This is an optimization exercise on Yosys and OpenROAD, whose aim is small area, not a production implementation. RTL that was checked went through simulation tests only; none was proved equivalent to the original. The RTL of run 2 was laid out without a check of its function.

==> flow/design.v (outline; a module is shown in full before it is edited, if it fits) <==
// module lfsr_gen: 23 lines
// module lfsr_word: 352 lines
// module lfsr_xnor: 3 lines
// module lfsr_xor: 3 lines
// module lfsr_nor: 3 lines
// module lfsr_memtest: 91 lines
// module cmpmod: 3 lines
module lfsr_memtest #(
    parameter DW = 256,
    parameter AW = 24
) (
    input  wire          clk,
    input  wire          rst,
    input  wire [4:0]    host_cmd,
    input  wire [AW-1:0] host_wdata,
    output reg  [AW-1:0] host_rdata,
    output wire          w_stb,
    output wire [DW-1:0] w_data,
    input  wire          w_ack,
    input  wire          r_stb,
    input  wire [DW-1:0] r_data,
    output wire          r_ack
);
  // ...
==> flow/flow/run.sh <==
#!/bin/bash
# The standard layout, except that the port buffers are sky130_fd_sc_hd__buf_1
# instead of the buffer buffer_ports picks by default (clkdlybuf4s50_1).
set -euo pipefail
export BUFFER_PORTS_ARGS="-buffer_cell sky130_fd_sc_hd__buf_1"
bash standard.sh > standard_flow.log 2>&1
==> flow/standard.sh <==
#!/bin/bash
# synth_recipe.tcl (not shown) runs the flow's synth.tcl, then flattens the netlist and writes it again
# the make line also repeats each setting of config.mk as NAME=value (left out here)
make -C /OpenROAD-flow-scripts/flow DESIGN_CONFIG=/design/flow/config.mk WORK_HOME=/design/flow/orfs CLKGATE_MAP_FILE= SYNTH_SCRIPT=/design/flow/synth_recipe.tcl "${@:-finish}"
==> flow/config.mk <==
export PLATFORM = sky130hd
export DESIGN_NAME = lfsr_memtest
export DESIGN_NICKNAME = lfsr_memtest
export VERILOG_FILES = /design/flow/design.v
export SDC_FILE = /design/flow/constraint.sdc
export NUM_CORES = 4
export LEC_CHECK = 0
export CAP_MARGIN = 20
export CORE_AREA = 5 5 315 315
export DIE_AREA = 0 0 320 320
export SETUP_SLACK_MARGIN = 0.3
export SLEW_MARGIN = 20
export SYNTH_HIERARCHICAL = 1
==> flow/constraint.sdc <==
create_clock -name core_clock -period 5.0 [get_ports {clk}]
set_input_delay 1.0000 -clock core_clock [delete_from_list [all_inputs] [get_ports {clk}]]
set_output_delay 1.0000 -clock core_clock [all_outputs]
set_load 0.01 [all_outputs]
==> impl_metrics.py, run 1 <==
metrics = {
    "timing": {
        "post-route-min-period_ps": 4700,
        "slew_headroom_pct": 33.7,
        "rsz0062_at_grt": "yes",
    },
    "synthesis": {
        "yosys-top-cells-count": "xor2_1 (635), nor2_1 (273), xnor2_1 (159), dfxtp_1 (139), nand2_1 (74)",
        "netlist_area_sq_mm": 0.0142,
        "synth_seq_area_share_pct": 19.5,
        "synth-compound-area-share_pct": 7.73,
    },
    "run_status": {
        "outcome": "finished clean",
    },
    "placed_design": {
        "portBuffers": 569,
        "placedCellCount": 3616,
    },
    "hold_path": {
        "hold_path_depth": 2,
        "min_to": "length[7]$_SDFFE_PP0P_",
    },
    "setup_path": {
        "cp-end-kind": "flop",
        "worst_ep_required_time_ps": 5330,
        "crit_fanout": 7,
        "ff2ff_setup_slack_ps": 300,
        "start_kind": "flop",
        "critical_path_depth": 15,
        "r2r_start": "u_rgen.p[21]$_SDFFE_PP0P_",
    },
    "finish": {
        "nFillCells": 10800,
        "areaGrowthSynthToFinish_pct": 33.9,
        "most-common-layout-cells": "xor2_1 (627), buf_1 (567), nor2_1 (273)",
        "fin_util_pct": 20.0,
        "final_cell_area_sq_mm": 0.0191,
    },
    "floorplanning": {
        "die-height_um": 320,
    },
    "route": {
        "vias": 15700,
        "viasPerCell": 4.31,
        "met1_length_um": 35800,
    },
    "clocking": {
        "cts-resized-gates": 9,
        "numCtsBuffers": 17,
        "clk_latency_ps": 480,
        "cts_hold_buf": 0,
    },
    "global_routing": {
        "grt_max_degree": 58,
        "grt_pass1_wl_um": 111000,
    },
}
==> module lfsr_gen, before the edit <==
module lfsr_gen #(
    parameter DW = 256
) (
    input  wire          clk,
    input  wire          rst,     
    input  wire          ce,      
    output wire [DW-1:0] o        
);
    localparam NS = 31;
    localparam [NS-1:0] PSTAR = 31'h4dc6e371;
    reg  [NS-1:0] p;
    reg           z;
    always @(posedge clk) begin
        if (rst) begin
            p <= PSTAR;
            z <= 1'b1;
        end else if (ce) begin
            p <= o[NS-1:0];
            z <= 1'b0;
        end
    end
    lfsr_word u_word (.p(p), .z(z), .o(o));
endmodule
==> inputs of run 2 (changes only) <==
==> flow/design.v (replaced) <==
module lfsr_gen #(
    parameter DW   = 256,
    parameter READ = 0         
) (
    input  wire          clk,
    input  wire          rst,     
    input  wire          ce,      
    output wire [DW-1:0] o        
);
    localparam NS = 31;
    localparam [NS-1:0] PSTAR = READ ? 31'h44afec36 : 31'h6737e0ab;
    reg  [NS-1:0] p;
    reg           z;
    always @(posedge clk) begin
        if (rst) begin
            p <= PSTAR;
            z <= 1'b1;
        end else if (ce) begin
            p <= o[NS-1:0];
            z <= 1'b0;
        end
    end
    generate
        if (READ) begin : g_r
            lfsr_word_r u_word (.p(p), .z(z), .o(o));
        end else begin : g_w
            lfsr_word_w u_word (.p(p), .z(z), .o(o));
        end
    endgenerate
endmodule
module lfsr_word_w (
    input  wire [30:0]  p,
    input  wire         z,
    output wire [255:0] o
);
    wire [255:0] x;    
    lfsr_xnor g255 (.a(p[30]), .b(p[27]), .y(o[255]));
    lfsr_xor r254 (.a(p[29]), .b(p[26]), .y(x[254]));
    lfsr_nor m254 (.a(x[254]), .b(z), .y(o[254]));
    lfsr_xnor g253 (.a(p[25]), .b(p[28]), .y(o[253]));
    lfsr_xnor g252 (.a(p[24]), .b(p[27]), .y(o[252]));
    lfsr_xnor g251 (.a(p[26]), .b(p[23]), .y(o[251]));
    lfsr_xnor g250 (.a(p[25]), .b(p[22]), .y(o[250]));
    lfsr_xor r249 (.a(p[24]), .b(p[21]), .y(x[249]));
    lfsr_nor m249 (.a(x[249]), .b(z), .y(o[249]));
    lfsr_xnor g248 (.a(p[20]), .b(p[23]), .y(o[248]));
    lfsr_xor r247 (.a(p[22]), .b(p[19]), .y(x[247]));
    lfsr_nor m247 (.a(x[247]), .b(z), .y(o[247]));
    lfsr_xor r246 (.a(p[21]), .b(p[18]), .y(x[246]));
    lfsr_nor m246 (.a(x[246]), .b(z), .y(o[246]));
    lfsr_xor r245 (.a(p[20]), .b(p[17]), .y(x[245]));
    lfsr_nor m245 (.a(x[245]), .b(z), .y(o[245]));
    lfsr_xnor g244 (.a(p[16]), .b(p[19]), .y(o[244]));
    lfsr_xor r243 (.a(p[18]), .b(p[15]), .y(x[243]));
    lfsr_nor m243 (.a(x[243]), .b(z), .y(o[243]));
    lfsr_xor r242 (.a(p[17]), .b(p[14]), .y(x[242]));
    lfsr_nor m242 (.a(x[242]), .b(z), .y(o[242]));
    lfsr_xor r241 (.a(p[16]), .b(p[13]), .y(x[241]));
    lfsr_nor m241 (.a(x[241]), .b(z), .y(o[241]));
    lfsr_xnor g240 (.a(p[15]), .b(p[12]), .y(o[240]));
    lfsr_xnor g239 (.a(p[14]), .b(p[11]), .y(o[239]));
    lfsr_xnor g238 (.a(p[13]), .b(p[10]), .y(o[238]));
    lfsr_xor r237 (.a(p[12]), .b(p[9]), .y(x[237]));
    lfsr_nor m237 (.a(x[237]), .b(z), .y(o[237]));
    lfsr_xor r236 (.a(p[11]), .b(p[8]), .y(x[236]));
    lfsr_nor m236 (.a(x[236]), .b(z), .y(o[236]));
    lfsr_xnor g235 (.a(p[7]), .b(p[10]), .y(o[235]));
    lfsr_xor r234 (.a(p[9]), .b(p[6]), .y(x[234]));
    lfsr_nor m234 (.a(x[234]), .b(z), .y(o[234]));
    lfsr_xnor g233 (.a(p[5]), .b(p[8]), .y(o[233]));
    lfsr_xnor g232 (.a(p[7]), .b(p[4]), .y(o[232]));
    lfsr_xnor g231 (.a(p[3]), .b(p[6]), .y(o[231]));
    lfsr_xnor g230 (.a(p[5]), .b(p[2]), .y(o[230]));
    lfsr_xnor g229 (.a(p[1]), .b(p[4]), .y(o[229]));
    lfsr_xor r228 (.a(p[3]), .b(p[0]), .y(x[228]));
    lfsr_nor m228 (.a(x[228]), .b(z), .y(o[228]));
    lfsr_xor r227 (.a(p[2]), .b(o[255]), .y(x[227]));
    lfsr_nor m227 (.a(x[227]), .b(z), .y(o[227]));
    lfsr_xnor g226 (.a(p[1]), .b(o[254]), .y(o[226]));
    lfsr_xnor g225 (.a(p[0]), .b(o[253]), .y(o[225]));
    lfsr_xor r224 (.a(p[30]), .b(p[24]), .y(x[224]));
    lfsr_nor m224 (.a(x[224]), .b(z), .y(o[224]));
    lfsr_xnor g223 (.a(p[29]), .b(p[23]), .y(o[223]));
    lfsr_xor r222 (.a(p[28]), .b(p[22]), .y(x[222]));
    lfsr_nor m222 (.a(x[222]), .b(z), .y(o[222]));
    lfsr_xnor g221 (.a(p[21]), .b(p[27]), .y(o[221]));
    lfsr_xor r220 (.a(p[26]), .b(p[20]), .y(x[220]));
    lfsr_nor m220 (.a(x[220]), .b(z), .y(o[220]));
    lfsr_xnor g219 (.a(p[25]), .b(p[19]), .y(o[219]));
    lfsr_xor g218 (.a(x[249]), .b(o[246]), .y(o[218]));
    lfsr_xnor g217 (.a(p[17]), .b(p[23]), .y(o[217]));
    lfsr_xnor g216 (.a(p[16]), .b(p[22]), .y(o[216]));
    lfsr_xor g215 (.a(x[246]), .b(o[243]), .y(o[215]));
    lfsr_xor g214 (.a(x[245]), .b(o[242]), .y(o[214]));
    lfsr_xnor g213 (.a(p[13]), .b(p[19]), .y(o[213]));
    lfsr_xnor g212 (.a(p[18]), .b(p[12]), .y(o[212]));
    lfsr_xnor g211 (.a(p[17]), .b(p[11]), .y(o[211]));
    lfsr_xnor g210 (.a(p[16]), .b(p[10]), .y(o[210]));
    lfsr_xnor g209 (.a(p[15]), .b(p[9]), .y(o[209]));
    lfsr_xnor g208 (.a(p[14]), .b(p[8]), .y(o[208]));
    lfsr_xor r207 (.a(p[13]), .b(p[7]), .y(x[207]));
    lfsr_nor m207 (.a(x[207]), .b(z), .y(o[207]));
    lfsr_xor g206 (.a(x[237]), .b(o[234]), .y(o[206]));
    lfsr_xnor g205 (.a(p[5]), .b(p[11]), .y(o[205]));
    lfsr_xor r204 (.a(p[10]), .b(p[4]), .y(x[204]));
    lfsr_nor m204 (.a(x[204]), .b(z), .y(o[204]));
    lfsr_xnor g203 (.a(p[3]), .b(p[9]), .y(o[203]));
    lfsr_xor r202 (.a(p[8]), .b(p[2]), .y(x[202]));
    lfsr_nor m202 (.a(x[202]), .b(z), .y(o[202]));
    lfsr_xor r201 (.a(p[7]), .b(p[1]), .y(x[201]));
    lfsr_nor m201 (.a(x[201]), .b(z), .y(o[201]));
    lfsr_xnor g200 (.a(p[0]), .b(p[6]), .y(o[200]));
    lfsr_xnor g199 (.a(p[5]), .b(o[255]), .y(o[199]));
    lfsr_xor g198 (.a(x[254]), .b(p[4]), .y(o[198]));
    lfsr_xnor g197 (.a(p[3]), .b(o[253]), .y(o[197]));
    lfsr_xor g196 (.a(x[227]), .b(o[224]), .y(o[196]));
    lfsr_xnor g195 (.a(p[1]), .b(o[251]), .y(o[195]));
    lfsr_xnor g194 (.a(p[0]), .b(o[250]), .y(o[194]));
    lfsr_xor g193 (.a(x[224]), .b(o[221]), .y(o[193]));
    lfsr_xor g192 (.a(x[220]), .b(o[223]), .y(o[192]));
    lfsr_xor g191 (.a(x[222]), .b(o[219]), .y(o[191]));
    lfsr_xor g190 (.a(x[246]), .b(o[252]), .y(o[190]));
    lfsr_xor g189 (.a(x[220]), .b(o[217]), .y(o[189]));
    lfsr_xor r188 (.a(o[219]), .b(o[216]), .y(x[188]));
    lfsr_nor m188 (.a(x[188]), .b(z), .y(o[188]));
    lfsr_xor g187 (.a(x[249]), .b(o[243]), .y(o[187]));
    lfsr_xor g186 (.a(x[242]), .b(o[248]), .y(o[186]));
    lfsr_xor g185 (.a(x[247]), .b(o[241]), .y(o[185]));
    lfsr_xor g184 (.a(x[246]), .b(o[240]), .y(o[184]));
    lfsr_xor g183 (.a(x[245]), .b(o[239]), .y(o[183]));
    lfsr_xor r182 (.a(o[213]), .b(o[210]), .y(x[182]));
    lfsr_nor m182 (.a(x[182]), .b(z), .y(o[182]));
    lfsr_xor g181 (.a(x[243]), .b(o[237]), .y(o[181]));
    lfsr_xor g180 (.a(x[242]), .b(o[236]), .y(o[180]));
    lfsr_xor g179 (.a(x[207]), .b(o[210]), .y(o[179]));
    lfsr_xor g178 (.a(x[234]), .b(o[240]), .y(o[178]));
    lfsr_xor r177 (.a(o[208]), .b(o[205]), .y(x[177]));
    lfsr_nor m177 (.a(x[177]), .b(z), .y(o[177]));
    lfsr_xor g176 (.a(x[207]), .b(o[204]), .y(o[176]));
    lfsr_xor g175 (.a(x[237]), .b(o[231]), .y(o[175]));
    lfsr_xor g174 (.a(x[202]), .b(o[205]), .y(o[174]));
    lfsr_xor g173 (.a(x[204]), .b(o[201]), .y(o[173]));
    lfsr_xor g172 (.a(x[234]), .b(o[228]), .y(o[172]));
    lfsr_xor g171 (.a(x[202]), .b(o[199]), .y(o[171]));
    lfsr_xor g170 (.a(x[201]), .b(o[198]), .y(o[170]));
    lfsr_xor r169 (.a(o[200]), .b(o[197]), .y(x[169]));
    lfsr_nor m169 (.a(x[169]), .b(z), .y(o[169]));
    lfsr_xor g168 (.a(x[224]), .b(o[230]), .y(o[168]));
    lfsr_xor r167 (.a(o[229]), .b(o[223]), .y(x[167]));
    lfsr_nor m167 (.a(x[167]), .b(z), .y(o[167]));
    lfsr_xor g166 (.a(x[228]), .b(o[222]), .y(o[166]));
    lfsr_xor g165 (.a(x[227]), .b(o[221]), .y(o[165]));
    lfsr_xor g164 (.a(x[220]), .b(o[226]), .y(o[164]));
    lfsr_xor r163 (.a(o[194]), .b(o[191]), .y(x[163]));
    lfsr_nor m163 (.a(x[163]), .b(z), .y(o[163]));
    lfsr_xor g162 (.a(x[224]), .b(o[218]), .y(o[162]));
    lfsr_xor r161 (.a(p[29]), .b(p[17]), .y(x[161]));
    lfsr_nor m161 (.a(x[161]), .b(z), .y(o[161]));
    lfsr_xnor g160 (.a(p[16]), .b(p[28]), .y(o[160]));
    lfsr_xnor g159 (.a(p[15]), .b(p[27]), .y(o[159]));
    lfsr_xor g158 (.a(x[220]), .b(o[214]), .y(o[158]));
    lfsr_xor g157 (.a(x[188]), .b(o[185]), .y(o[157]));
    lfsr_xnor g156 (.a(p[24]), .b(p[12]), .y(o[156]));
    lfsr_xor r155 (.a(p[23]), .b(p[11]), .y(x[155]));
    lfsr_nor m155 (.a(x[155]), .b(z), .y(o[155]));
    lfsr_xor g154 (.a(x[182]), .b(o[185]), .y(o[154]));
    lfsr_xnor g153 (.a(p[21]), .b(p[9]), .y(o[153]));
    lfsr_xnor g152 (.a(p[20]), .b(p[8]), .y(o[152]));
    lfsr_xnor g151 (.a(p[7]), .b(p[19]), .y(o[151]));
    lfsr_xnor g150 (.a(p[18]), .b(p[6]), .y(o[150]));
    lfsr_xor g149 (.a(x[177]), .b(o[180]), .y(o[149]));
    lfsr_xnor g148 (.a(p[16]), .b(p[4]), .y(o[148]));
    lfsr_xor r147 (.a(p[15]), .b(p[3]), .y(x[147]));
    lfsr_nor m147 (.a(x[147]), .b(z), .y(o[147]));
    lfsr_xnor g146 (.a(p[14]), .b(p[2]), .y(o[146]));
    lfsr_xor g145 (.a(x[207]), .b(o[201]), .y(o[145]));
    lfsr_xnor g144 (.a(p[0]), .b(p[12]), .y(o[144]));
    lfsr_xor r143 (.a(p[11]), .b(o[255]), .y(x[143]));
    lfsr_nor m143 (.a(x[143]), .b(z), .y(o[143]));
    lfsr_xor g142 (.a(x[254]), .b(p[10]), .y(o[142]));
    lfsr_xor g141 (.a(x[169]), .b(o[172]), .y(o[141]));
    lfsr_xor g140 (.a(x[202]), .b(o[196]), .y(o[140]));
    lfsr_xnor g139 (.a(p[7]), .b(o[251]), .y(o[139]));
    lfsr_xor g138 (.a(x[169]), .b(o[166]), .y(o[138]));
    lfsr_xnor g137 (.a(p[5]), .b(o[249]), .y(o[137]));
    lfsr_xor g136 (.a(x[167]), .b(o[164]), .y(o[136]));
    lfsr_xnor g135 (.a(p[3]), .b(o[247]), .y(o[135]));
    lfsr_xor g134 (.a(x[246]), .b(p[2]), .y(o[134]));
    lfsr_xnor g133 (.a(p[1]), .b(o[245]), .y(o[133]));
    lfsr_xnor g132 (.a(p[0]), .b(o[244]), .y(o[132]));
    lfsr_xor g131 (.a(x[243]), .b(o[255]), .y(o[131]));
    lfsr_xor g130 (.a(x[254]), .b(o[242]), .y(o[130]));
    lfsr_xor g129 (.a(x[241]), .b(o[253]), .y(o[129]));
    lfsr_xor r128 (.a(o[159]), .b(o[156]), .y(x[128]));
    lfsr_nor m128 (.a(x[128]), .b(z), .y(o[128]));
    lfsr_xor g127 (.a(x[155]), .b(o[158]), .y(o[127]));
    lfsr_xor g126 (.a(x[188]), .b(o[182]), .y(o[126]));
    lfsr_xor g125 (.a(x[249]), .b(o[237]), .y(o[125]));
    lfsr_xor g124 (.a(x[155]), .b(o[152]), .y(o[124]));
    lfsr_xor g123 (.a(x[247]), .b(o[235]), .y(o[123]));
    lfsr_xor g122 (.a(x[246]), .b(o[234]), .y(o[122]));
    lfsr_xor g121 (.a(x[245]), .b(o[233]), .y(o[121]));
    lfsr_xor g120 (.a(x[182]), .b(o[176]), .y(o[120]));
    lfsr_xor g119 (.a(x[147]), .b(o[150]), .y(o[119]));
    lfsr_xor g118 (.a(x[242]), .b(o[230]), .y(o[118]));
    lfsr_xor g117 (.a(x[241]), .b(o[229]), .y(o[117]));
    lfsr_xor g116 (.a(x[147]), .b(o[144]), .y(o[116]));
    lfsr_xor g115 (.a(x[143]), .b(o[146]), .y(o[115]));
    lfsr_xor r114 (.a(o[145]), .b(o[142]), .y(x[114]));
    lfsr_nor m114 (.a(x[114]), .b(z), .y(o[114]));
    lfsr_xor g113 (.a(x[237]), .b(o[225]), .y(o[113]));
    lfsr_xor g112 (.a(x[236]), .b(o[224]), .y(o[112]));
    lfsr_xor g111 (.a(x[167]), .b(o[173]), .y(o[111]));
    lfsr_xor g110 (.a(x[234]), .b(o[222]), .y(o[110]));
    lfsr_xor r109 (.a(o[233]), .b(o[221]), .y(x[109]));
    lfsr_nor m109 (.a(x[109]), .b(z), .y(o[109]));
    lfsr_xor g108 (.a(x[220]), .b(o[232]), .y(o[108]));
    lfsr_xor g107 (.a(x[169]), .b(o[163]), .y(o[107]));
    lfsr_xor r106 (.a(o[137]), .b(o[134]), .y(x[106]));
    lfsr_nor m106 (.a(x[106]), .b(z), .y(o[106]));
    lfsr_xor g105 (.a(x[167]), .b(o[161]), .y(o[105]));
    lfsr_xor g104 (.a(x[228]), .b(o[216]), .y(o[104]));
    lfsr_xor g103 (.a(x[227]), .b(o[215]), .y(o[103]));
    lfsr_xor r102 (.a(o[133]), .b(o[130]), .y(x[102]));
    lfsr_nor m102 (.a(x[102]), .b(z), .y(o[102]));
    lfsr_xor g101 (.a(x[163]), .b(o[157]), .y(o[101]));
    lfsr_xor g100 (.a(x[224]), .b(o[212]), .y(o[100]));
    lfsr_xor g99 (.a(x[161]), .b(o[155]), .y(o[99]));
    lfsr_xor g98 (.a(x[222]), .b(o[210]), .y(o[98]));
    lfsr_xor g97 (.a(x[128]), .b(o[125]), .y(o[97]));
    lfsr_xor g96 (.a(x[220]), .b(o[208]), .y(o[96]));
    lfsr_xor g95 (.a(x[207]), .b(o[219]), .y(o[95]));
    lfsr_xor r94 (.a(o[156]), .b(o[150]), .y(x[94]));
    lfsr_nor m94 (.a(x[94]), .b(z), .y(o[94]));
    lfsr_xor g93 (.a(x[155]), .b(o[149]), .y(o[93]));
    lfsr_xor g92 (.a(x[204]), .b(o[216]), .y(o[92]));
    lfsr_xor g91 (.a(x[147]), .b(o[153]), .y(o[91]));
    lfsr_xor g90 (.a(x[202]), .b(o[214]), .y(o[90]));
    lfsr_xor g89 (.a(x[201]), .b(o[213]), .y(o[89]));
    lfsr_xor r88 (.a(o[150]), .b(o[144]), .y(x[88]));
    lfsr_nor m88 (.a(x[88]), .b(z), .y(o[88]));
    lfsr_xor g87 (.a(x[143]), .b(o[149]), .y(o[87]));
    lfsr_xor g86 (.a(x[114]), .b(o[117]), .y(o[86]));
    lfsr_xor g85 (.a(x[147]), .b(o[141]), .y(o[85]));
    lfsr_xor r84 (.a(o[115]), .b(o[112]), .y(x[84]));
    lfsr_nor m84 (.a(x[84]), .b(z), .y(o[84]));
    lfsr_xor g83 (.a(x[207]), .b(o[195]), .y(o[83]));
    lfsr_xor r82 (.a(o[113]), .b(o[110]), .y(x[82]));
    lfsr_nor m82 (.a(x[82]), .b(z), .y(o[82]));
    lfsr_xor g81 (.a(x[109]), .b(o[112]), .y(o[81]));
    lfsr_xor g80 (.a(x[204]), .b(o[192]), .y(o[80]));
    lfsr_xor r79 (.a(o[203]), .b(o[191]), .y(x[79]));
    lfsr_nor m79 (.a(x[79]), .b(z), .y(o[79]));
    lfsr_xor g78 (.a(x[202]), .b(o[190]), .y(o[78]));
    lfsr_xor g77 (.a(x[201]), .b(o[189]), .y(o[77]));
    lfsr_xor g76 (.a(x[188]), .b(o[200]), .y(o[76]));
    lfsr_xor g75 (.a(x[106]), .b(o[103]), .y(o[75]));
    lfsr_xor g74 (.a(x[102]), .b(o[105]), .y(o[74]));
    lfsr_xor r73 (.a(o[135]), .b(o[129]), .y(x[73]));
    lfsr_nor m73 (.a(x[73]), .b(z), .y(o[73]));
    lfsr_xor g72 (.a(x[128]), .b(o[134]), .y(o[72]));
    lfsr_xor g71 (.a(x[102]), .b(o[99]), .y(o[71]));
    lfsr_xor g70 (.a(x[182]), .b(o[194]), .y(o[70]));
    lfsr_xor r69 (.a(o[131]), .b(o[125]), .y(x[69]));
    lfsr_nor m69 (.a(x[69]), .b(z), .y(o[69]));
    lfsr_xor r68 (.a(o[99]), .b(o[96]), .y(x[68]));
    lfsr_nor m68 (.a(x[68]), .b(z), .y(o[68]));
    lfsr_xor r67 (.a(o[98]), .b(o[95]), .y(x[67]));
    lfsr_nor m67 (.a(x[67]), .b(z), .y(o[67]));
    lfsr_xor g66 (.a(x[128]), .b(o[122]), .y(o[66]));
    lfsr_xor g65 (.a(x[177]), .b(o[189]), .y(o[65]));
    lfsr_xor g64 (.a(x[188]), .b(o[176]), .y(o[64]));
    lfsr_xor g63 (.a(x[94]), .b(o[91]), .y(o[63]));
    lfsr_xor r62 (.a(o[124]), .b(o[118]), .y(x[62]));
    lfsr_nor m62 (.a(x[62]), .b(z), .y(o[62]));
    lfsr_xor r61 (.a(o[92]), .b(o[89]), .y(x[61]));
    lfsr_nor m61 (.a(x[61]), .b(z), .y(o[61]));
    lfsr_xor g60 (.a(x[88]), .b(o[91]), .y(o[60]));
    lfsr_xor r59 (.a(o[121]), .b(o[115]), .y(x[59]));
    lfsr_nor m59 (.a(x[59]), .b(z), .y(o[59]));
    lfsr_xor g58 (.a(x[182]), .b(o[170]), .y(o[58]));
    lfsr_xor g57 (.a(x[169]), .b(o[181]), .y(o[57]));
    lfsr_xor g56 (.a(x[84]), .b(o[87]), .y(o[56]));
    lfsr_xor g55 (.a(x[167]), .b(o[179]), .y(o[55]));
    lfsr_xor g54 (.a(x[82]), .b(o[85]), .y(o[54]));
    lfsr_xor g53 (.a(x[109]), .b(o[115]), .y(o[53]));
    lfsr_xor g52 (.a(x[114]), .b(o[108]), .y(o[52]));
    lfsr_xor g51 (.a(x[163]), .b(o[175]), .y(o[51]));
    lfsr_xor g50 (.a(x[106]), .b(o[112]), .y(o[50]));
    lfsr_xor g49 (.a(x[161]), .b(o[173]), .y(o[49]));
    lfsr_xor g48 (.a(x[79]), .b(o[76]), .y(o[48]));
    lfsr_xor g47 (.a(x[109]), .b(o[103]), .y(o[47]));
    lfsr_xor g46 (.a(x[102]), .b(o[108]), .y(o[46]));
    lfsr_xor g45 (.a(x[73]), .b(o[76]), .y(o[45]));
    lfsr_xor g44 (.a(x[106]), .b(o[100]), .y(o[44]));
    lfsr_xor g43 (.a(x[167]), .b(o[155]), .y(o[43]));
    lfsr_xor g42 (.a(x[73]), .b(o[70]), .y(o[42]));
    lfsr_xor g41 (.a(x[69]), .b(o[72]), .y(o[41]));
    lfsr_xor g40 (.a(x[102]), .b(o[96]), .y(o[40]));
    lfsr_xor g39 (.a(x[67]), .b(o[70]), .y(o[39]));
    lfsr_xnor g38 (.a(p[30]), .b(p[6]), .y(o[38]));
    lfsr_xor g37 (.a(x[68]), .b(o[65]), .y(o[37]));
    lfsr_xor g36 (.a(x[67]), .b(o[64]), .y(o[36]));
    lfsr_xnor g35 (.a(p[3]), .b(p[27]), .y(o[35]));
    lfsr_xnor g34 (.a(p[26]), .b(p[2]), .y(o[34]));
    lfsr_xor g33 (.a(x[61]), .b(o[64]), .y(o[33]));
    lfsr_xor g32 (.a(x[94]), .b(o[88]), .y(o[32]));
    lfsr_xor g31 (.a(x[143]), .b(o[155]), .y(o[31]));
    lfsr_xor g30 (.a(x[254]), .b(p[22]), .y(o[30]));
    lfsr_xnor g29 (.a(p[21]), .b(o[253]), .y(o[29]));
    lfsr_xnor g28 (.a(p[20]), .b(o[252]), .y(o[28]));
    lfsr_xor r27 (.a(p[19]), .b(o[251]), .y(x[27]));
    lfsr_nor m27 (.a(x[27]), .b(z), .y(o[27]));
    lfsr_xnor g26 (.a(p[18]), .b(o[250]), .y(o[26]));
    lfsr_xnor g25 (.a(p[17]), .b(o[249]), .y(o[25]));
    lfsr_xnor g24 (.a(p[16]), .b(o[248]), .y(o[24]));
    lfsr_xnor g23 (.a(p[15]), .b(o[247]), .y(o[23]));
    lfsr_xnor g22 (.a(p[14]), .b(o[246]), .y(o[22]));
    lfsr_xnor g21 (.a(p[13]), .b(o[245]), .y(o[21]));
    lfsr_xor g20 (.a(x[82]), .b(o[76]), .y(o[20]));
    lfsr_xor g19 (.a(x[243]), .b(p[11]), .y(o[19]));
    lfsr_xor g18 (.a(x[242]), .b(p[10]), .y(o[18]));
    lfsr_xor g17 (.a(x[241]), .b(p[9]), .y(o[17]));
    lfsr_xor g16 (.a(x[128]), .b(o[140]), .y(o[16]));
    lfsr_xnor g15 (.a(p[7]), .b(o[239]), .y(o[15]));
    lfsr_xor r14 (.a(p[6]), .b(o[238]), .y(x[14]));
    lfsr_nor m14 (.a(x[14]), .b(z), .y(o[14]));
    lfsr_xnor g13 (.a(p[5]), .b(o[237]), .y(o[13]));
    lfsr_xor g12 (.a(x[236]), .b(p[4]), .y(o[12]));
    lfsr_xnor g11 (.a(p[3]), .b(o[235]), .y(o[11]));
    lfsr_xor g10 (.a(x[234]), .b(p[2]), .y(o[10]));
    lfsr_xnor g9 (.a(p[1]), .b(o[233]), .y(o[9]));
    lfsr_xnor g8 (.a(p[0]), .b(o[232]), .y(o[8]));
    lfsr_xor g7 (.a(x[69]), .b(o[63]), .y(o[7]));
    lfsr_xor g6 (.a(x[254]), .b(o[230]), .y(o[6]));
    lfsr_xor g5 (.a(x[67]), .b(o[61]), .y(o[5]));
    lfsr_xor g4 (.a(x[228]), .b(o[252]), .y(o[4]));
    lfsr_xor g3 (.a(x[227]), .b(o[251]), .y(o[3]));
    lfsr_xor g2 (.a(x[114]), .b(o[126]), .y(o[2]));
    lfsr_xor g1 (.a(x[249]), .b(o[225]), .y(o[1]));
    lfsr_xor g0 (.a(x[224]), .b(o[248]), .y(o[0]));
endmodule
module lfsr_word_r (
    input  wire [30:0]  p,
    input  wire         z,
    output wire [255:0] o
);
    wire [255:0] x;    
    lfsr_xnor g255 (.a(p[30]), .b(p[27]), .y(o[255]));
    lfsr_xnor g254 (.a(p[26]), .b(p[29]), .y(o[254]));
    lfsr_xor r253 (.a(p[28]), .b(p[25]), .y(x[253]));
    lfsr_nor m253 (.a(x[253]), .b(z), .y(o[253]));
    lfsr_xor r252 (.a(p[27]), .b(p[24]), .y(x[252]));
    lfsr_nor m252 (.a(x[252]), .b(z), .y(o[252]));
    lfsr_xor r251 (.a(p[26]), .b(p[23]), .y(x[251]));
    lfsr_nor m251 (.a(x[251]), .b(z), .y(o[251]));
    lfsr_xor r250 (.a(p[25]), .b(p[22]), .y(x[250]));
    lfsr_nor m250 (.a(x[250]), .b(z), .y(o[250]));
    lfsr_xnor g249 (.a(p[21]), .b(p[24]), .y(o[249]));
    lfsr_xnor g248 (.a(p[23]), .b(p[20]), .y(o[248]));
    lfsr_xnor g247 (.a(p[19]), .b(p[22]), .y(o[247]));
    lfsr_xor r246 (.a(p[21]), .b(p[18]), .y(x[246]));
    lfsr_nor m246 (.a(x[246]), .b(z), .y(o[246]));
    lfsr_xnor g245 (.a(p[17]), .b(p[20]), .y(o[245]));
    lfsr_xor r244 (.a(p[19]), .b(p[16]), .y(x[244]));
    lfsr_nor m244 (.a(x[244]), .b(z), .y(o[244]));
    lfsr_xor r243 (.a(p[18]), .b(p[15]), .y(x[243]));
    lfsr_nor m243 (.a(x[243]), .b(z), .y(o[243]));
    lfsr_xor r242 (.a(p[17]), .b(p[14]), .y(x[242]));
    lfsr_nor m242 (.a(x[242]), .b(z), .y(o[242]));
    lfsr_xor r241 (.a(p[16]), .b(p[13]), .y(x[241]));
    lfsr_nor m241 (.a(x[241]), .b(z), .y(o[241]));
    lfsr_xnor g240 (.a(p[15]), .b(p[12]), .y(o[240]));
    lfsr_xor r239 (.a(p[14]), .b(p[11]), .y(x[239]));
    lfsr_nor m239 (.a(x[239]), .b(z), .y(o[239]));
    lfsr_xor r238 (.a(p[13]), .b(p[10]), .y(x[238]));
    lfsr_nor m238 (.a(x[238]), .b(z), .y(o[238]));
    lfsr_xor r237 (.a(p[12]), .b(p[9]), .y(x[237]));
    lfsr_nor m237 (.a(x[237]), .b(z), .y(o[237]));
    lfsr_xnor g236 (.a(p[11]), .b(p[8]), .y(o[236]));
    lfsr_xnor g235 (.a(p[10]), .b(p[7]), .y(o[235]));
    lfsr_xor r234 (.a(p[9]), .b(p[6]), .y(x[234]));
    lfsr_nor m234 (.a(x[234]), .b(z), .y(o[234]));
    lfsr_xnor g233 (.a(p[5]), .b(p[8]), .y(o[233]));
    lfsr_xnor g232 (.a(p[4]), .b(p[7]), .y(o[232]));
    lfsr_xor r231 (.a(p[6]), .b(p[3]), .y(x[231]));
    lfsr_nor m231 (.a(x[231]), .b(z), .y(o[231]));
    lfsr_xor r230 (.a(p[5]), .b(p[2]), .y(x[230]));
    lfsr_nor m230 (.a(x[230]), .b(z), .y(o[230]));
    lfsr_xor r229 (.a(p[4]), .b(p[1]), .y(x[229]));
    lfsr_nor m229 (.a(x[229]), .b(z), .y(o[229]));
    lfsr_xor r228 (.a(p[3]), .b(p[0]), .y(x[228]));
    lfsr_nor m228 (.a(x[228]), .b(z), .y(o[228]));
    lfsr_xnor g227 (.a(p[2]), .b(o[255]), .y(o[227]));
    lfsr_xnor g226 (.a(p[1]), .b(o[254]), .y(o[226]));
    lfsr_xor g225 (.a(x[253]), .b(p[0]), .y(o[225]));
    lfsr_xnor g224 (.a(p[30]), .b(p[24]), .y(o[224]));
    lfsr_xnor g223 (.a(p[23]), .b(p[29]), .y(o[223]));
    lfsr_xor g222 (.a(x[253]), .b(o[250]), .y(o[222]));
    lfsr_xnor g221 (.a(p[21]), .b(p[27]), .y(o[221]));
    lfsr_xnor g220 (.a(p[26]), .b(p[20]), .y(o[220]));
    lfsr_xnor g219 (.a(p[19]), .b(p[25]), .y(o[219]));
    lfsr_xnor g218 (.a(p[18]), .b(p[24]), .y(o[218]));
    lfsr_xor r217 (.a(p[23]), .b(p[17]), .y(x[217]));
    lfsr_nor m217 (.a(x[217]), .b(z), .y(o[217]));
    lfsr_xnor g216 (.a(p[16]), .b(p[22]), .y(o[216]));
    lfsr_xor g215 (.a(x[246]), .b(o[243]), .y(o[215]));
    lfsr_xnor g214 (.a(p[14]), .b(p[20]), .y(o[214]));
    lfsr_xor g213 (.a(x[244]), .b(o[241]), .y(o[213]));
    lfsr_xnor g212 (.a(p[18]), .b(p[12]), .y(o[212]));
    lfsr_xor g211 (.a(x[242]), .b(o[239]), .y(o[211]));
    lfsr_xor g210 (.a(x[241]), .b(o[238]), .y(o[210]));
    lfsr_xnor g209 (.a(p[15]), .b(p[9]), .y(o[209]));
    lfsr_xnor g208 (.a(p[14]), .b(p[8]), .y(o[208]));
    lfsr_xnor g207 (.a(p[13]), .b(p[7]), .y(o[207]));
    lfsr_xor g206 (.a(x[237]), .b(o[234]), .y(o[206]));
    lfsr_xor r205 (.a(p[11]), .b(p[5]), .y(x[205]));
    lfsr_nor m205 (.a(x[205]), .b(z), .y(o[205]));
    lfsr_xor r204 (.a(p[10]), .b(p[4]), .y(x[204]));
    lfsr_nor m204 (.a(x[204]), .b(z), .y(o[204]));
    lfsr_xor g203 (.a(x[234]), .b(o[231]), .y(o[203]));
    lfsr_xnor g202 (.a(p[2]), .b(p[8]), .y(o[202]));
    lfsr_xnor g201 (.a(p[1]), .b(p[7]), .y(o[201]));
    lfsr_xor g200 (.a(x[231]), .b(o[228]), .y(o[200]));
    lfsr_xnor g199 (.a(p[5]), .b(o[255]), .y(o[199]));
    lfsr_xnor g198 (.a(p[4]), .b(o[254]), .y(o[198]));
    lfsr_xor g197 (.a(x[253]), .b(p[3]), .y(o[197]));
    lfsr_xnor g196 (.a(p[2]), .b(o[252]), .y(o[196]));
    lfsr_xnor g195 (.a(p[1]), .b(o[251]), .y(o[195]));
    lfsr_xor g194 (.a(x[250]), .b(p[0]), .y(o[194]));
    lfsr_xor r193 (.a(o[224]), .b(o[221]), .y(x[193]));
    lfsr_nor m193 (.a(x[193]), .b(z), .y(o[193]));
    lfsr_xor r192 (.a(o[223]), .b(o[220]), .y(x[192]));
    lfsr_nor m192 (.a(x[192]), .b(z), .y(o[192]));
    lfsr_xor g191 (.a(x[253]), .b(o[247]), .y(o[191]));
    lfsr_xor g190 (.a(x[252]), .b(o[246]), .y(o[190]));
    lfsr_xor g189 (.a(x[217]), .b(o[220]), .y(o[189]));
    lfsr_xor g188 (.a(x[250]), .b(o[244]), .y(o[188]));
    lfsr_xor g187 (.a(x[243]), .b(o[249]), .y(o[187]));
    lfsr_xor g186 (.a(x[217]), .b(o[214]), .y(o[186]));
    lfsr_xor g185 (.a(x[241]), .b(o[247]), .y(o[185]));
    lfsr_xor g184 (.a(x[246]), .b(o[240]), .y(o[184]));
    lfsr_xor g183 (.a(x[239]), .b(o[245]), .y(o[183]));
    lfsr_xor g182 (.a(x[244]), .b(o[238]), .y(o[182]));
    lfsr_xor g181 (.a(x[243]), .b(o[237]), .y(o[181]));
    lfsr_xor g180 (.a(x[242]), .b(o[236]), .y(o[180]));
    lfsr_xor g179 (.a(x[241]), .b(o[235]), .y(o[179]));
    lfsr_xor g178 (.a(x[234]), .b(o[240]), .y(o[178]));
    lfsr_xor g177 (.a(x[205]), .b(o[208]), .y(o[177]));
    lfsr_xor g176 (.a(x[204]), .b(o[207]), .y(o[176]));
    lfsr_xor g175 (.a(x[237]), .b(o[231]), .y(o[175]));
    lfsr_xor g174 (.a(x[205]), .b(o[202]), .y(o[174]));
    lfsr_xor g173 (.a(x[204]), .b(o[201]), .y(o[173]));
    lfsr_xor g172 (.a(x[234]), .b(o[228]), .y(o[172]));
    lfsr_xor r171 (.a(o[202]), .b(o[199]), .y(x[171]));
    lfsr_nor m171 (.a(x[171]), .b(z), .y(o[171]));
    lfsr_xor r170 (.a(o[201]), .b(o[198]), .y(x[170]));
    lfsr_nor m170 (.a(x[170]), .b(z), .y(o[170]));
    lfsr_xor g169 (.a(x[231]), .b(o[225]), .y(o[169]));
    lfsr_xor g168 (.a(x[230]), .b(o[224]), .y(o[168]));
    lfsr_xor g167 (.a(x[229]), .b(o[223]), .y(o[167]));
    lfsr_xor g166 (.a(x[228]), .b(o[222]), .y(o[166]));
    lfsr_xor g165 (.a(x[193]), .b(o[196]), .y(o[165]));
    lfsr_xor g164 (.a(x[192]), .b(o[195]), .y(o[164]));
    lfsr_xor r163 (.a(o[194]), .b(o[191]), .y(x[163]));
    lfsr_nor m163 (.a(x[163]), .b(z), .y(o[163]));
    lfsr_xor g162 (.a(x[193]), .b(o[190]), .y(o[162]));
    lfsr_xnor g161 (.a(p[17]), .b(p[29]), .y(o[161]));
    lfsr_xnor g160 (.a(p[16]), .b(p[28]), .y(o[160]));
    lfsr_xnor g159 (.a(p[15]), .b(p[27]), .y(o[159]));
    lfsr_xor r158 (.a(p[26]), .b(p[14]), .y(x[158]));
    lfsr_nor m158 (.a(x[158]), .b(z), .y(o[158]));
    lfsr_xnor g157 (.a(p[13]), .b(p[25]), .y(o[157]));
    lfsr_xor r156 (.a(p[24]), .b(p[12]), .y(x[156]));
    lfsr_nor m156 (.a(x[156]), .b(z), .y(o[156]));
    lfsr_xor g155 (.a(x[217]), .b(o[211]), .y(o[155]));
    lfsr_xnor g154 (.a(p[10]), .b(p[22]), .y(o[154]));
    lfsr_xnor g153 (.a(p[21]), .b(p[9]), .y(o[153]));
    lfsr_xor r152 (.a(p[20]), .b(p[8]), .y(x[152]));
    lfsr_nor m152 (.a(x[152]), .b(z), .y(o[152]));
    lfsr_xnor g151 (.a(p[19]), .b(p[7]), .y(o[151]));
    lfsr_xnor g150 (.a(p[18]), .b(p[6]), .y(o[150]));
    lfsr_xor g149 (.a(x[205]), .b(o[211]), .y(o[149]));
    lfsr_xor g148 (.a(x[204]), .b(o[210]), .y(o[148]));
    lfsr_xnor g147 (.a(p[15]), .b(p[3]), .y(o[147]));
    lfsr_xor r146 (.a(p[14]), .b(p[2]), .y(x[146]));
    lfsr_nor m146 (.a(x[146]), .b(z), .y(o[146]));
    lfsr_xor r145 (.a(p[13]), .b(p[1]), .y(x[145]));
    lfsr_nor m145 (.a(x[145]), .b(z), .y(o[145]));
    lfsr_xor r144 (.a(p[12]), .b(p[0]), .y(x[144]));
    lfsr_nor m144 (.a(x[144]), .b(z), .y(o[144]));
    lfsr_xnor g143 (.a(p[11]), .b(o[255]), .y(o[143]));
    lfsr_xnor g142 (.a(p[10]), .b(o[254]), .y(o[142]));
    lfsr_xor g141 (.a(x[253]), .b(p[9]), .y(o[141]));
    lfsr_xor g140 (.a(x[252]), .b(p[8]), .y(o[140]));
    lfsr_xor g139 (.a(x[251]), .b(p[7]), .y(o[139]));
    lfsr_xor g138 (.a(x[250]), .b(p[6]), .y(o[138]));
    lfsr_xnor g137 (.a(p[5]), .b(o[249]), .y(o[137]));
    lfsr_xnor g136 (.a(p[4]), .b(o[248]), .y(o[136]));
    lfsr_xor r135 (.a(p[3]), .b(o[247]), .y(x[135]));
    lfsr_nor m135 (.a(x[135]), .b(z), .y(o[135]));
    lfsr_xnor g134 (.a(p[2]), .b(o[246]), .y(o[134]));
    lfsr_xnor g133 (.a(p[1]), .b(o[245]), .y(o[133]));
    lfsr_xor g132 (.a(x[244]), .b(p[0]), .y(o[132]));
    lfsr_xor g131 (.a(x[243]), .b(o[255]), .y(o[131]));
    lfsr_xor g130 (.a(x[158]), .b(o[161]), .y(o[130]));
    lfsr_xor g129 (.a(x[253]), .b(o[241]), .y(o[129]));
    lfsr_xor g128 (.a(x[156]), .b(o[159]), .y(o[128]));
    lfsr_xor g127 (.a(x[251]), .b(o[239]), .y(o[127]));
    lfsr_xor g126 (.a(x[250]), .b(o[238]), .y(o[126]));
    lfsr_xor g125 (.a(x[156]), .b(o[153]), .y(o[125]));
    lfsr_xor r124 (.a(o[248]), .b(o[236]), .y(x[124]));
    lfsr_nor m124 (.a(x[124]), .b(z), .y(o[124]));
    lfsr_xor r123 (.a(o[154]), .b(o[151]), .y(x[123]));
    lfsr_nor m123 (.a(x[123]), .b(z), .y(o[123]));
    lfsr_xor g122 (.a(x[246]), .b(o[234]), .y(o[122]));
    lfsr_xor r121 (.a(o[245]), .b(o[233]), .y(x[121]));
    lfsr_nor m121 (.a(x[121]), .b(z), .y(o[121]));
    lfsr_xor g120 (.a(x[244]), .b(o[232]), .y(o[120]));
    lfsr_xor g119 (.a(x[243]), .b(o[231]), .y(o[119]));
    lfsr_xor g118 (.a(x[242]), .b(o[230]), .y(o[118]));
    lfsr_xor g117 (.a(x[241]), .b(o[229]), .y(o[117]));
    lfsr_xor g116 (.a(x[144]), .b(o[147]), .y(o[116]));
    lfsr_xor g115 (.a(x[146]), .b(o[143]), .y(o[115]));
    lfsr_xor g114 (.a(x[145]), .b(o[142]), .y(o[114]));
    lfsr_xor g113 (.a(x[144]), .b(o[141]), .y(o[113]));
    lfsr_xor r112 (.a(o[236]), .b(o[224]), .y(x[112]));
    lfsr_nor m112 (.a(x[112]), .b(z), .y(o[112]));
    lfsr_xor r111 (.a(o[235]), .b(o[223]), .y(x[111]));
    lfsr_nor m111 (.a(x[111]), .b(z), .y(o[111]));
    lfsr_xor g110 (.a(x[234]), .b(o[222]), .y(o[110]));
    lfsr_xor r109 (.a(o[233]), .b(o[221]), .y(x[109]));
    lfsr_nor m109 (.a(x[109]), .b(z), .y(o[109]));
    lfsr_xor r108 (.a(o[232]), .b(o[220]), .y(x[108]));
    lfsr_nor m108 (.a(x[108]), .b(z), .y(o[108]));
    lfsr_xor g107 (.a(x[231]), .b(o[219]), .y(o[107]));
    lfsr_xor g106 (.a(x[230]), .b(o[218]), .y(o[106]));
    lfsr_xor g105 (.a(x[229]), .b(o[217]), .y(o[105]));
    lfsr_xor g104 (.a(x[228]), .b(o[216]), .y(o[104]));
    lfsr_xor r103 (.a(o[134]), .b(o[131]), .y(x[103]));
    lfsr_nor m103 (.a(x[103]), .b(z), .y(o[103]));
    lfsr_xor r102 (.a(o[133]), .b(o[130]), .y(x[102]));
    lfsr_nor m102 (.a(x[102]), .b(z), .y(o[102]));
    lfsr_xor g101 (.a(x[163]), .b(o[157]), .y(o[101]));
    lfsr_xor r100 (.a(o[224]), .b(o[212]), .y(x[100]));
    lfsr_nor m100 (.a(x[100]), .b(z), .y(o[100]));
    lfsr_xor r99 (.a(o[130]), .b(o[127]), .y(x[99]));
    lfsr_nor m99 (.a(x[99]), .b(z), .y(o[99]));
    lfsr_xor r98 (.a(o[160]), .b(o[154]), .y(x[98]));
    lfsr_nor m98 (.a(x[98]), .b(z), .y(o[98]));
    lfsr_xor r97 (.a(o[159]), .b(o[153]), .y(x[97]));
    lfsr_nor m97 (.a(x[97]), .b(z), .y(o[97]));
    lfsr_xor g96 (.a(x[158]), .b(o[152]), .y(o[96]));
    lfsr_xor g95 (.a(x[123]), .b(o[126]), .y(o[95]));
    lfsr_xor g94 (.a(x[156]), .b(o[150]), .y(o[94]));
    lfsr_xor g93 (.a(x[217]), .b(o[205]), .y(o[93]));
    lfsr_xor g92 (.a(x[204]), .b(o[216]), .y(o[92]));
    lfsr_xor r91 (.a(o[153]), .b(o[147]), .y(x[91]));
    lfsr_nor m91 (.a(x[91]), .b(z), .y(o[91]));
    lfsr_xor g90 (.a(x[152]), .b(o[146]), .y(o[90]));
    lfsr_xor g89 (.a(x[145]), .b(o[151]), .y(o[89]));
    lfsr_xor g88 (.a(x[144]), .b(o[150]), .y(o[88]));
    lfsr_xor r87 (.a(o[118]), .b(o[115]), .y(x[87]));
    lfsr_nor m87 (.a(x[87]), .b(z), .y(o[87]));
    lfsr_xor r86 (.a(o[117]), .b(o[114]), .y(x[86]));
    lfsr_nor m86 (.a(x[86]), .b(z), .y(o[86]));
    lfsr_xor r85 (.a(o[147]), .b(o[141]), .y(x[85]));
    lfsr_nor m85 (.a(x[85]), .b(z), .y(o[85]));
    lfsr_xor g84 (.a(x[146]), .b(o[140]), .y(o[84]));
    lfsr_xor g83 (.a(x[145]), .b(o[139]), .y(o[83]));
    lfsr_xor g82 (.a(x[144]), .b(o[138]), .y(o[82]));
    lfsr_xor g81 (.a(x[193]), .b(o[205]), .y(o[81]));
    lfsr_xor g80 (.a(x[192]), .b(o[204]), .y(o[80]));
    lfsr_xor g79 (.a(x[135]), .b(o[141]), .y(o[79]));
    lfsr_xor g78 (.a(x[109]), .b(o[106]), .y(o[78]));
    lfsr_xor g77 (.a(x[108]), .b(o[105]), .y(o[77]));
    lfsr_xor r76 (.a(o[107]), .b(o[104]), .y(x[76]));
    lfsr_nor m76 (.a(x[76]), .b(z), .y(o[76]));
    lfsr_xor r75 (.a(o[137]), .b(o[131]), .y(x[75]));
    lfsr_nor m75 (.a(x[75]), .b(z), .y(o[75]));
    lfsr_xor g74 (.a(x[102]), .b(o[105]), .y(o[74]));
    lfsr_xor g73 (.a(x[135]), .b(o[129]), .y(o[73]));
    lfsr_xor r72 (.a(o[134]), .b(o[128]), .y(x[72]));
    lfsr_nor m72 (.a(x[72]), .b(z), .y(o[72]));
    lfsr_xor r71 (.a(o[133]), .b(o[127]), .y(x[71]));
    lfsr_nor m71 (.a(x[71]), .b(z), .y(o[71]));
    lfsr_xor r70 (.a(o[132]), .b(o[126]), .y(x[70]));
    lfsr_nor m70 (.a(x[70]), .b(z), .y(o[70]));
    lfsr_xor g69 (.a(x[100]), .b(o[97]), .y(o[69]));
    lfsr_xor g68 (.a(x[124]), .b(o[130]), .y(o[68]));
    lfsr_xor g67 (.a(x[123]), .b(o[129]), .y(o[67]));
    lfsr_xor g66 (.a(x[97]), .b(o[94]), .y(o[66]));
    lfsr_xor g65 (.a(x[121]), .b(o[127]), .y(o[65]));
    lfsr_xor r64 (.a(o[126]), .b(o[120]), .y(x[64]));
    lfsr_nor m64 (.a(x[64]), .b(z), .y(o[64]));
    lfsr_xor g63 (.a(x[91]), .b(o[94]), .y(o[63]));
    lfsr_xor g62 (.a(x[124]), .b(o[118]), .y(o[62]));
    lfsr_xor g61 (.a(x[123]), .b(o[117]), .y(o[61]));
    lfsr_xor g60 (.a(x[91]), .b(o[88]), .y(o[60]));
    lfsr_xor g59 (.a(x[121]), .b(o[115]), .y(o[59]));
    lfsr_xor g58 (.a(x[170]), .b(o[182]), .y(o[58]));
    lfsr_xor g57 (.a(x[85]), .b(o[88]), .y(o[57]));
    lfsr_xor g56 (.a(x[112]), .b(o[118]), .y(o[56]));
    lfsr_xor g55 (.a(x[111]), .b(o[117]), .y(o[55]));
    lfsr_xor g54 (.a(x[85]), .b(o[82]), .y(o[54]));
    lfsr_xor g53 (.a(x[109]), .b(o[115]), .y(o[53]));
    lfsr_xor g52 (.a(x[108]), .b(o[114]), .y(o[52]));
    lfsr_xor g51 (.a(x[163]), .b(o[175]), .y(o[51]));
    lfsr_xor g50 (.a(x[112]), .b(o[106]), .y(o[50]));
    lfsr_xor g49 (.a(x[111]), .b(o[105]), .y(o[49]));
    lfsr_xor g48 (.a(x[76]), .b(o[79]), .y(o[48]));
    lfsr_xor g47 (.a(x[75]), .b(o[78]), .y(o[47]));
    lfsr_xor g46 (.a(x[102]), .b(o[108]), .y(o[46]));
    lfsr_xor r45 (.a(o[169]), .b(o[157]), .y(x[45]));
    lfsr_nor m45 (.a(x[45]), .b(z), .y(o[45]));
    lfsr_xor g44 (.a(x[100]), .b(o[106]), .y(o[44]));
    lfsr_xor r43 (.a(o[167]), .b(o[155]), .y(x[43]));
    lfsr_nor m43 (.a(x[43]), .b(z), .y(o[43]));
    lfsr_xor g42 (.a(x[98]), .b(o[104]), .y(o[42]));
    lfsr_xor r41 (.a(x[103]), .b(x[97]), .y(x[41]));
    lfsr_nor m41 (.a(x[41]), .b(z), .y(o[41]));
    lfsr_xor g40 (.a(x[102]), .b(o[96]), .y(o[40]));
    lfsr_xor g39 (.a(x[163]), .b(o[151]), .y(o[39]));
    lfsr_xnor g38 (.a(p[30]), .b(p[6]), .y(o[38]));
    lfsr_xnor g37 (.a(p[5]), .b(p[29]), .y(o[37]));
    lfsr_xnor g36 (.a(p[4]), .b(p[28]), .y(o[36]));
    lfsr_xor g35 (.a(x[97]), .b(o[91]), .y(o[35]));
    lfsr_xor g34 (.a(x[158]), .b(o[146]), .y(o[34]));
    lfsr_xnor g33 (.a(p[1]), .b(p[25]), .y(o[33]));
    lfsr_xor g32 (.a(x[156]), .b(o[144]), .y(o[32]));
    lfsr_xnor g31 (.a(p[23]), .b(o[255]), .y(o[31]));
    lfsr_xor r30 (.a(p[22]), .b(o[254]), .y(x[30]));
    lfsr_nor m30 (.a(x[30]), .b(z), .y(o[30]));
    lfsr_xnor g29 (.a(p[21]), .b(o[253]), .y(o[29]));
    lfsr_xor g28 (.a(x[252]), .b(p[20]), .y(o[28]));
    lfsr_xnor g27 (.a(p[19]), .b(o[251]), .y(o[27]));
    lfsr_xnor g26 (.a(p[18]), .b(o[250]), .y(o[26]));
    lfsr_xnor g25 (.a(p[17]), .b(o[249]), .y(o[25]));
    lfsr_xnor g24 (.a(p[16]), .b(o[248]), .y(o[24]));
    lfsr_xnor g23 (.a(p[15]), .b(o[247]), .y(o[23]));
    lfsr_xnor g22 (.a(p[14]), .b(o[246]), .y(o[22]));
    lfsr_xnor g21 (.a(p[13]), .b(o[245]), .y(o[21]));
    lfsr_xor g20 (.a(x[244]), .b(p[12]), .y(o[20]));
    lfsr_xnor g19 (.a(p[11]), .b(o[243]), .y(o[19]));
    lfsr_xnor g18 (.a(p[10]), .b(o[242]), .y(o[18]));
    lfsr_xor g17 (.a(x[241]), .b(p[9]), .y(o[17]));
    lfsr_xor r16 (.a(p[8]), .b(o[240]), .y(x[16]));
    lfsr_nor m16 (.a(x[16]), .b(z), .y(o[16]));
    lfsr_xor g15 (.a(x[239]), .b(p[7]), .y(o[15]));
    lfsr_xor g14 (.a(x[238]), .b(p[6]), .y(o[14]));
    lfsr_xnor g13 (.a(p[5]), .b(o[237]), .y(o[13]));
    lfsr_xnor g12 (.a(p[4]), .b(o[236]), .y(o[12]));
    lfsr_xor g11 (.a(x[135]), .b(o[123]), .y(o[11]));
    lfsr_xnor g10 (.a(p[2]), .b(o[234]), .y(o[10]));
    lfsr_xnor g9 (.a(p[1]), .b(o[233]), .y(o[9]));
    lfsr_xor r8 (.a(p[0]), .b(o[232]), .y(x[8]));
    lfsr_nor m8 (.a(x[8]), .b(z), .y(o[8]));
    lfsr_xor g7 (.a(x[231]), .b(o[255]), .y(o[7]));
    lfsr_xor g6 (.a(x[230]), .b(o[254]), .y(o[6]));
    lfsr_xor g5 (.a(x[253]), .b(o[229]), .y(o[5]));
    lfsr_xor g4 (.a(x[252]), .b(o[228]), .y(o[4]));
    lfsr_xor g3 (.a(x[251]), .b(o[227]), .y(o[3]));
    lfsr_xor g2 (.a(x[30]), .b(o[33]), .y(o[2]));
    lfsr_xor r1 (.a(o[249]), .b(o[225]), .y(x[1]));
    lfsr_nor m1 (.a(x[1]), .b(z), .y(o[1]));
    lfsr_xor g0 (.a(x[124]), .b(o[112]), .y(o[0]));
endmodule
module lfsr_xnor (input wire a, input wire b, output wire y);
    assign y = ~(a ^ b);
endmodule
module lfsr_xor (input wire a, input wire b, output wire y);
    assign y = a ^ b;
endmodule
module lfsr_nor (input wire a, input wire b, output wire y);
    assign y = ~(a | b);
endmodule
module lfsr_memtest #(
    parameter DW = 256,
    parameter AW = 24
) (
    input  wire          clk,
    input  wire          rst,
    input  wire [4:0]    host_cmd,
    input  wire [AW-1:0] host_wdata,
    output reg  [AW-1:0] host_rdata,
    output wire          w_stb,
    output wire [DW-1:0] w_data,
    input  wire          w_ack,
    input  wire          r_stb,
    input  wire [DW-1:0] r_data,
    output wire          r_ack
);
    localparam [15:0] MAGIC = 16'h361f;
    localparam [2:0] IDX_MAGIC   = 3'd0;
    localparam [2:0] IDX_W_RESET = 3'd1;
    localparam [2:0] IDX_W_SHOOT = 3'd2;
    localparam [2:0] IDX_LENGTH  = 3'd3;
    localparam [2:0] IDX_R_RESET = 3'd4;
    localparam [2:0] IDX_ERRORS  = 3'd5;
    wire       cmd_en  = host_cmd[4];
    wire       cmd_we  = host_cmd[3];
    wire [2:0] cmd_idx = host_cmd[2:0];
    wire       cmd_wr  = cmd_en & cmd_we;
    wire       cmd_rd  = cmd_en & ~cmd_we;
    reg [AW-1:0] length;
    reg [AW-1:0] err_count;
    reg          p_w_reset;    
    reg          p_w_shoot;
    reg          p_r_reset;
    always @(posedge clk) begin
        if (rst) begin
            length    <= {AW{1'b0}};
            p_w_reset <= 1'b0;
            p_w_shoot <= 1'b0;
            p_r_reset <= 1'b0;
        end else begin
            if (cmd_wr && cmd_idx == IDX_LENGTH)
                length <= host_wdata;
            p_w_reset <= cmd_wr && cmd_idx == IDX_W_RESET;
            p_w_shoot <= cmd_wr && cmd_idx == IDX_W_SHOOT;
            p_r_reset <= cmd_wr && cmd_idx == IDX_R_RESET;
        end
    end
    always @* begin
        host_rdata = {AW{1'b0}};
        if (cmd_rd) begin
            case (cmd_idx)
                IDX_MAGIC:  host_rdata = MAGIC;
                IDX_LENGTH: host_rdata = length;
                IDX_ERRORS: host_rdata = err_count;
                default:    host_rdata = {AW{1'b0}};
            endcase
        end
    end
    genvar i;
    reg  [AW-1:0] remaining;
    reg           armed;
    wire [AW-1:0] rem_next;
    wire [AW:0]   rem_low0;    
    wire          w_ce = w_stb & w_ack;
    assign w_stb = armed & (remaining != {AW{1'b0}});
    assign rem_low0[0] = 1'b1;
    for (i = 0; i < AW; i = i + 1) begin : g_rem
        assign rem_low0[i+1] = rem_low0[i] & ~remaining[i];
        memtest_load_dec u_bit (
            .q    (remaining[i]),
            .low0 (rem_low0[i]),
            .dec  (w_ce),
            .load (p_w_shoot),
            .len  (length[i]),
            .d    (rem_next[i])
        );
    end
    always @(posedge clk) begin
        if (rst)
            armed <= 1'b0;
        else if (p_w_shoot)
            armed <= 1'b1;
        remaining <= rem_next;
    end
    lfsr_gen #(.DW(DW), .READ(0)) u_wgen (
        .clk (clk),
        .rst (rst | p_w_reset),
        .ce  (w_ce),
        .o   (w_data)
    );
    wire [DW-1:0] expected;
    wire          differ;
    wire          err_clr = rst | p_r_reset;
    wire          err_inc = r_stb & differ;
    wire [AW-1:0] err_next;
    wire [AW:0]   err_low1;    
    assign r_ack = 1'b1;
    memtest_differ #(.DW(DW)) u_cmp (
        .a (r_data),
        .b (expected),
        .y (differ)
    );
    assign err_low1[0] = 1'b1;
    for (i = 0; i < AW; i = i + 1) begin : g_err
        assign err_low1[i+1] = err_low1[i] & err_count[i];
        memtest_clr_inc u_bit (
            .q    (err_count[i]),
            .low1 (err_low1[i]),
            .inc  (err_inc),
            .clr  (err_clr),
            .d    (err_next[i])
        );
    end
    always @(posedge clk)
        err_count <= err_next;
    lfsr_gen #(.DW(DW), .READ(1)) u_rgen (
        .clk (clk),
        .rst (rst | p_r_reset),
        .ce  (r_stb),
        .o   (expected)
    );
endmodule
module memtest_load_dec (
    input  wire q,
    input  wire low0,    
    input  wire dec,
    input  wire load,
    input  wire len,
    output wire d        
);
    wire flip_n, q_next;
    memtest_nand2 u_f (.a(dec), .b(low0), .y(flip_n));
    memtest_xnor2 u_x (.a(q), .b(flip_n), .y(q_next));
    memtest_mux2  u_m (.s(load), .a1(len), .a0(q_next), .y(d));
endmodule
module memtest_clr_inc (
    input  wire q,
    input  wire low1,    
    input  wire inc,
    input  wire clr,
    output wire d        
);
    wire flip_n, q_next_n;
    memtest_nand2 u_f (.a(inc), .b(low1), .y(flip_n));
    memtest_xor2  u_x (.a(q), .b(flip_n), .y(q_next_n));
    memtest_nor2  u_c (.a(q_next_n), .b(clr), .y(d));
endmodule
module memtest_nand2 (input wire a, input wire b, output wire y);
    assign y = ~(a & b);
endmodule
module memtest_nor2 (input wire a, input wire b, output wire y);
    assign y = ~(a | b);
endmodule
module memtest_xor2 (input wire a, input wire b, output wire y);
    assign y = a ^ b;
endmodule
module memtest_xnor2 (input wire a, input wire b, output wire y);
    assign y = ~(a ^ b);
endmodule
module memtest_mux2 (input wire s, input wire a1, input wire a0, output wire y);
    assign y = s ? a1 : a0;
endmodule
module memtest_differ #(
    parameter DW = 256
) (
    input  wire [DW-1:0] a,
    input  wire [DW-1:0] b,
    output wire          y
);
    assign y = (a != b);
endmodule
==> impl_metrics.py, run 2 <==
metrics = {
    "route": {
        "drtIter0Drc": 1363,
        "vias": 14600,
        "wl_per_cell_um": 22.4,
        "routed_wl_um": 80000,
        "drc": 0,
        "viasPerCell": 4.11,
        "ant_nets": 0,
        "first_pass_iters": 5,
    },
    "clocking": {
        "cts_tree": "yes",
        "postCtsSetupBuffers": 0,
        "clk_latency_ps": 470,
        "clkSlewWorstSetupHoldPaths_ps": 60,
        "clock_sinks": 140,
        "root_buffer": "clkbuf_16",
        "ctsHtreeMaxLevel": 4,
        "numCtsBuffers": 17,
        "cts_hold_buf": 0,
        "cts_buffer_depth": 2,
    },
    "hold_path": {
        "hold_path_depth": 2,
        "min_to": "armed$_SDFFE_PP0P_",
        "hold_path.class": "reg2reg",
        "worstHoldStart": "armed$_SDFFE_PP0P_",
    },
    "synthesis": {
        "synth_top_family_by_area": "XOR/XNOR gates",
        "ys_types": 44,
        "postSynth.asyncResetShare_pct": 0,
        "synth-adder-area-share_pct": 0,
        "avgSynthCellArea_sq_um": 8.47,
        "synth-simple-area-share_pct": 16.5,
        "yosys-top-cells-count": "xor2_1 (661), nor2_1 (177), xnor2_1 (156), dfxtp_1 (140), nor4_1 (78)",
        "netlist_area_sq_mm": 0.0141,
        "yosysMostFrequentCell": "xor2_1",
        "netlist_instances": 1659,
        "synth-compound-area-share_pct": 5.95,
        "synth_edf_count": 0,
        "synthTopCellsByArea": "xor2_1 (41%), dfxtp_1 (20%), xnor2_1 (9.7%), nor2_1 (4.7%), nor4_1 (3.5%)",
        "ys_seq_elements": 140,
        "synth.largest_area_cell": "xor2_1",
        "synth_seq_area_share_pct": 19.9,
        "yosysWarnings": 9,
        "synth-main-ff-cell": "dfxtp_1",
        "synthMuxAreaShare_pct": 4.49,
        "synth_xor_area_share_pct": 50.9,
        "yosysTopAreaCellShare_pct": 41.2,
    },
    "timing": {
        "final-hold-violation-count": 0,
        "rsz0062_at_grt": "no",
        "worst_slack_ps": 615,
        "slew_headroom_pct": 30.6,
        "min_period_over_period_pct": 87.7,
        "post-route-min-period_ps": 4380,
        "tns_ps": 0,
        "drv_slew": 0,
        "max_freq_ghz": 0.228,
        "finClkSkew_ps": 16.2,
        "tightest_slew_ps": 1030,
        "setup_viol": 0,
    },
    "run_status": {
        "outcome": "finished clean",
    },
    "finish": {
        "layout_commonest_cell": "xor2_1",
        "areaGrowthSynthToFinish_pct": 33.7,
        "fin_util_pct": 19.7,
        "most-common-layout-cells": "xor2_1 (660), buf_1 (568), nor2_1 (176)",
        "nNetsFinal": 2574,
        "reg_top3": "u_rgen.p: 31 flops, u_wgen.p: 31 flops",
        "drive_above_1_share_pct": 6.79,
        "final_cell_area_sq_mm": 0.0188,
    },
    "setup_path": {
        "ff2ff_setup_slack_ps": 620,
        "r2r_start": "u_rgen.p[5]$_SDFFE_PP1P_",
        "critical_path.slowest_cell": "xnor2_1",
        "r2r_cells": 14,
        "reg2reg_to": "err_count[6]$_DFF_P_",
        "max_stage_delay_ps": 770,
        "start_kind": "flop",
        "cp-end-kind": "flop",
        "path_class": "reg2reg",
        "path_cells": "xnor2_1 -> xor2_1 -> xor2_1 -> xor2_1 -> xor2_1 -> nor4_1 -> nand4_1 -> nor4_1 -> nand4_1 -> and2_1 -> buf_12 -> nand2_1 -> xor2_1 -> nor2_1",
        "crit_fanout": 24,
        "crit_arrival_ps": 4710,
        "cpMostUsedCell": "xor2_1",
        "worst_ep_required_time_ps": 5330,
    },
    "placed_design": {
        "place.gp.congestion": 1.02,
        "portBuffers": 569,
        "pre_cts_ws_ps": 242,
        "placed_area_sq_mm": 0.0182,
        "dp_hpwl_um": 68300,
    },
    "global_routing": {
        "overflow": 0,
        "grt_use_total_pct": 14.6,
        "grt_max_degree": 57,
        "antenna_found_initial": 8,
        "grt_pass1_wl_um": 109000,
        "grt_pass1_vias": 14300,
    },
    "floorplanning": {
        "core_region_area_sq_mm": 0.0952,
        "die_x_um": 320,
        "start_util_pct": 14.8,
        "dieArea_sq_mm": 0.102,
        "die-height_um": 320,
        "std_cell_rows": 113,
        "ios": 571,
    },
    "flow_run": {
        "maxCapViolations": 0,
    },
}
-- run 2: cell count changes after synthesis, moves of 8 or more --
cell      before  now
nor2_1       273  177
a21oi_1       56   24
nand3_1       10   38
xor2_1       635  661
mux2_4         0   24
o21ai_0        7   24
inv_1         18    8
nand2_1       74   64
nor3_1        16   26
a21o_1         2   11
a311oi_1       8    0
clkbuf_1      36   28
-- run 2: cell families after synthesis --
group / count (synthesis)
compound gates: 121
xor+xnor: 817
buf+inv: 56
flops: 140
mux: 51
other cells: 1
simple gates: 473
-- run 2: cell type report --
cell class / instances / area [sq um]
multi-input cells: 1465 / 11000
clock inverters: 12 / 126
clock buffers: 20 / 457
well taps: 1265 / 1580
fillers: 10800 / 76400
diodes: 5 / 12.5
inverters: 10 / 37.5
repair buffers: 651 / 2780
flip-flops and latches: 140 / 2810
-- run 2: metal layers --
metal  part of all wire (%)  vias up  track usage, %
met5                  0.064        -               0
met4                    2.8        8            4.52
met3                    7.0      116            3.09
met2                     45      626            22.8
met1                     45     7131            20.2
li1                       -     6768               -
-- run 2: per-stage QoR --
step / cells / hold slack (ps)
after floorplan: 1661 / 464
after global placement: 3531 / 482
after detailed placement: 3531 / 493
after CTS: 3563 / 505
after global routing: 3564 / 540
final: 3568 / 504
-- run 2: how the worst max path moves through the flow --
stage	end	depth (start not counted)	startpoint	slack, ps
finish	err_count[6]$_DFF_P_	14	u_rgen.p[5]$_SDFFE_PP1P_	620
global route	err_count[20]$_DFF_P_	15	u_rgen.p[18]$_SDFFE_PP1P_	320
CTS	err_count[9]$_DFF_P_	15	u_rgen.p[1]$_SDFFE_PP1P_	380
detailed placement	err_count[9]$_DFF_P_	14	u_rgen.p[1]$_SDFFE_PP1P_	240
global placement	err_count[11]$_DFF_P_	15	u_rgen.p[1]$_SDFFE_PP1P_	110
floorplan	err_count[0]$_DFF_P_	14	u_rgen.z$_SDFFE_PP1P_	890
-- run 2: timing repair --
action / in CTS / in global routing
cloned: 0 / 0
resized for setup: 1 / 4
endpoints found under the setup margin: 24 / 24
-- run 2: Yosys stat by module, one instance, submodules excluded, excerpt --
module	cells	times used	flip-flops and latches
memtest_xnor2	1	24	0
memtest_nand2	1	48	0
memtest_mux2	1	24	0
lfsr_memtest	343	1	76
lfsr_nor	1	111	0
lfsr_xor	1	380	0
lfsr_xnor	1	132	0
-- run 2: critical path, delay by kind of cell (launching register included) --
kind          cells  cell delay, ps
xor+xnor          6            2090
flops             1             490
simple gates      7            1460
buf+inv           1             160

==> afterwards: timing with drivers on the ports <==
Ports are ideal in the flow. The routed layouts listed here were re-timed in OpenROAD.
Step 1 assumes that a clkbuf_16 drives the clock port and a buf_2 every other input.
Step 2 also shifts input and output timing later by t, the mid clock arrival at the registers, as if the neighbouring blocks saw the same clock.
a / b / c = ideal ports / drivers / drivers and shift; a / b = the first two.
run	shift t [ns]	setup slack, ns	worst slew at a driven data input, ns
run 1	0.526	0.304 / 0.304 / 0.304	0.12
run 2	0.505	0.615 / 0.579 / 0.615	0.12
After both steps every run listed still meets setup and hold.
